What follows belongs to an exercise in optimizing a design on an open flow for small area; a production flow would make more cautious choices.
Only simulation tests tie the RTL to the original design; equivalence was not proved.
No activity file was given, so power comes from the tool's default toggle rates.

## run A
Design wii_core, start of the top module:
module wii_core (
    input  wire        clk,
    input  wire        rst,
    input  wire        cmd_valid,
    output wire        cmd_ready,
    input  wire [63:0] cmd_word,
    output wire        rsp_valid,
    output wire [3:0]  rsp_code,
    output reg  [31:0] rsp_data,
    output wire        ev_req,
    output reg  [3:0]  ev_op,
    output reg  [31:0] ev_arg,
    output wire [7:0]  ev_aux,
    input  wire        ev_done,
    input  wire [1:0]  ev_res,
    input  wire [7:0]  ev_rdata
);
Settings: LEC_CHECK=0, ABC_AREA=1, CAP_MARGIN=20, CORE_MARGIN=2, CORE_UTILIZATION=35, PLACE_DENSITY=0.85, SLEW_MARGIN=20; clock period 10.0 ns.
standard.sh (not shown) runs the stock make flow with config.mk's settings and CLKGATE_MAP_FILE= SYNTH_SCRIPT=/design/flow/synth_recipe.tcl, a recipe that flattens the netlist after the stock synthesis.
==> flow/flow/run.sh <==
#!/bin/bash
# Layout flow: the standard synthesis, then the combinational logic of
# its netlist mapped again by ABC for area (registers left exactly as the
# standard synthesis made them), then the standard ORFS layout with the
# ports buffered by the smallest buffer. Each tool writes its own log here.
set -euo pipefail
R=orfs/results/sky130hd/wii_core/base
LIB=$FLOW_HOME/platforms/sky130hd/lib/sky130_fd_sc_hd__tt_025C_1v80.lib

bash standard.sh synth > synth.log 2>&1

# dont_use cells exactly as the standard synthesis passed them to ABC
DU=$(grep -h "^abc -script" orfs/logs/sky130hd/wii_core/base/1_2_yosys.log | head -1 | grep -o -- "-dont_use [^ ]*" | tr '\n' ' ')
cp $R/1_2_yosys.v reabc_in.v
sed -e "s|@LIB@|$LIB|g" -e "s|@DU@|$DU|g" flow/reabc.ys > reabc.ys
yosys -s reabc.ys > reabc.log 2>&1
cp reabc_out.v $R/1_2_yosys.v
rm -f $R/1_synth.odb $R/1_synth.sdc

export BUFFER_PORTS_ARGS="-buffer_cell sky130_fd_sc_hd__buf_1"
export CTS_ARGS="-sink_clustering_enable -repair_clock_nets -sink_clustering_size 16 -sink_clustering_max_diameter 80 -sink_buffer_max_cap_derate 0.4 -buf_list {sky130_fd_sc_hd__clkbuf_8 sky130_fd_sc_hd__clkbuf_16}"
bash standard.sh finish > layout.log 2>&1
==> flow/flow/reabc.ys <==
# Map the combinational cells of the standard netlist again for area.
# Flip-flop cells are black boxes, so every register keeps its name and cell.
read_liberty -ignore_miss_func @LIB@
blackbox sky130_fd_sc_hd__dfxtp_1 sky130_fd_sc_hd__edfxtp_1 sky130_fd_sc_hd__dfrtp_1 sky130_fd_sc_hd__dfstp_1 sky130_fd_sc_hd__dfbbp_1 sky130_fd_sc_hd__dfxbp_1 sky130_fd_sc_hd__sdfxtp_1
read_verilog reabc_in.v
hierarchy -top wii_core
flatten
opt -purge
abc -liberty @LIB@ @DU@ -D 10000
opt_clean -purge
hilomap -singleton -hicell sky130_fd_sc_hd__conb_1 HI -locell sky130_fd_sc_hd__conb_1 LO
splitnets
opt_clean -purge
stat -liberty @LIB@
write_verilog -noattr -noexpr -nohex -nodec reabc_out.v
Run A | stages: all done | timing, DRC, antenna: all pass
The inputs of run B differ from those of run A as listed below.
Settings: changing PLACE_DENSITY from 0.85 to 0.6.
-- flow/flow/run.sh --
<<< run A, line 21
export CTS_ARGS="-sink_clustering_enable -repair_clock_nets -sink_clustering_size 16 -sink_clustering_max_diameter 80 -sink_buffer_max_cap_derate 0.4 -buf_list {sky130_fd_sc_hd__clkbuf_8 sky130_fd_sc_hd__clkbuf_16}"
>>> run B, line 21
export CTS_ARGS="-sink_clustering_enable -repair_clock_nets -sink_clustering_size 28 -sink_clustering_max_diameter 80 -sink_buffer_max_cap_derate 0.4 -buf_list {sky130_fd_sc_hd__clkbuf_16}"
Results
- Of the two values seen for master of the slowest instance on the critical path, nor3_1 was produced by run B and nor4_2 by run A.
- Run B ends up with a clock power share that is 4.2 points higher than in run A.
- Comparing run B with run A, the instance area at placement came out essentially unchanged.
- Compared with run A, run B shows a lower final layout net count.
- Changes observed in run B relative to run A: post-CTS resize count has remained practically unchanged, final design area excluding fillers has increased, sequential power has remained practically unchanged.
- Between run B and run A, routed wire length is higher for run B, run A comes in under that.
Edits applied to the flow inputs when going from run B to run C:
Settings: SLEW_MARGIN changed from 20 to 0; CAP_MARGIN changed from 20 to 0.
-- flow/flow/run.sh --
<<< run B, line 21
export CTS_ARGS="-sink_clustering_enable -repair_clock_nets -sink_clustering_size 28 -sink_clustering_max_diameter 80 -sink_buffer_max_cap_derate 0.4 -buf_list {sky130_fd_sc_hd__clkbuf_16}"
>>> run C, line 21
export CTS_ARGS="-sink_clustering_enable -repair_clock_nets -sink_clustering_size 15 -sink_clustering_max_diameter 80 -sink_buffer_max_cap_derate 0.4 -buf_list {sky130_fd_sc_hd__clkbuf_8 sky130_fd_sc_hd__clkbuf_16}"
[summary]
Diff run B -> run C: power decreased by 260 uW relative to the old numbers, post-detailed-routing wire length increased by 0.31% relative to the old numbers.
Summary of run C over run B: instance area after placement essentially unchanged, TritonCTS buffer count went up 17, area after synthesis ~0 delta, routed wire length on met3 went up.
Comparing run B with run C, the global-route usage came out essentially unchanged.
Compared run C vs run B, and pin count of the biggest net entering global routing is up in run C.

-- static timing again, ports no longer ideal --
In the flow no input, the clock included, has a driving cell. The finished layouts below were timed again as built, in two steps.
Step 1 (the two cells are an assumption about what drives the block):
set clk [get_ports {clk}]
set_driving_cell -lib_cell sky130_fd_sc_hd__clkbuf_16 $clk
set_driving_cell -lib_cell sky130_fd_sc_hd__buf_2 [delete_from_list [all_inputs] $clk]
Step 2 moves the port delays by t, midway between the first and last clock arrival at a register: inputs arrive t later, outputs are due t later. That takes back most of the time a late clock gives input paths.
Slacks: ideal ports / drivers / drivers and shift; pairs: ideal ports / drivers.
run	shift t [ns]	slack for setup (ns)	hold slack, ns	worst setup path after step 2
run A	0.706	3.083 / 3.032 / 3.737	0.287 / 0.287 / 0.287	register to output
run B	0.625	3.229 / 3.176 / 3.800	0.301 / 0.301 / 0.301	register to output
run C	0.720	3.125 / 3.070 / 3.789	0.274 / 0.274 / 0.274	register to output
After both steps every run listed still meets setup and hold.
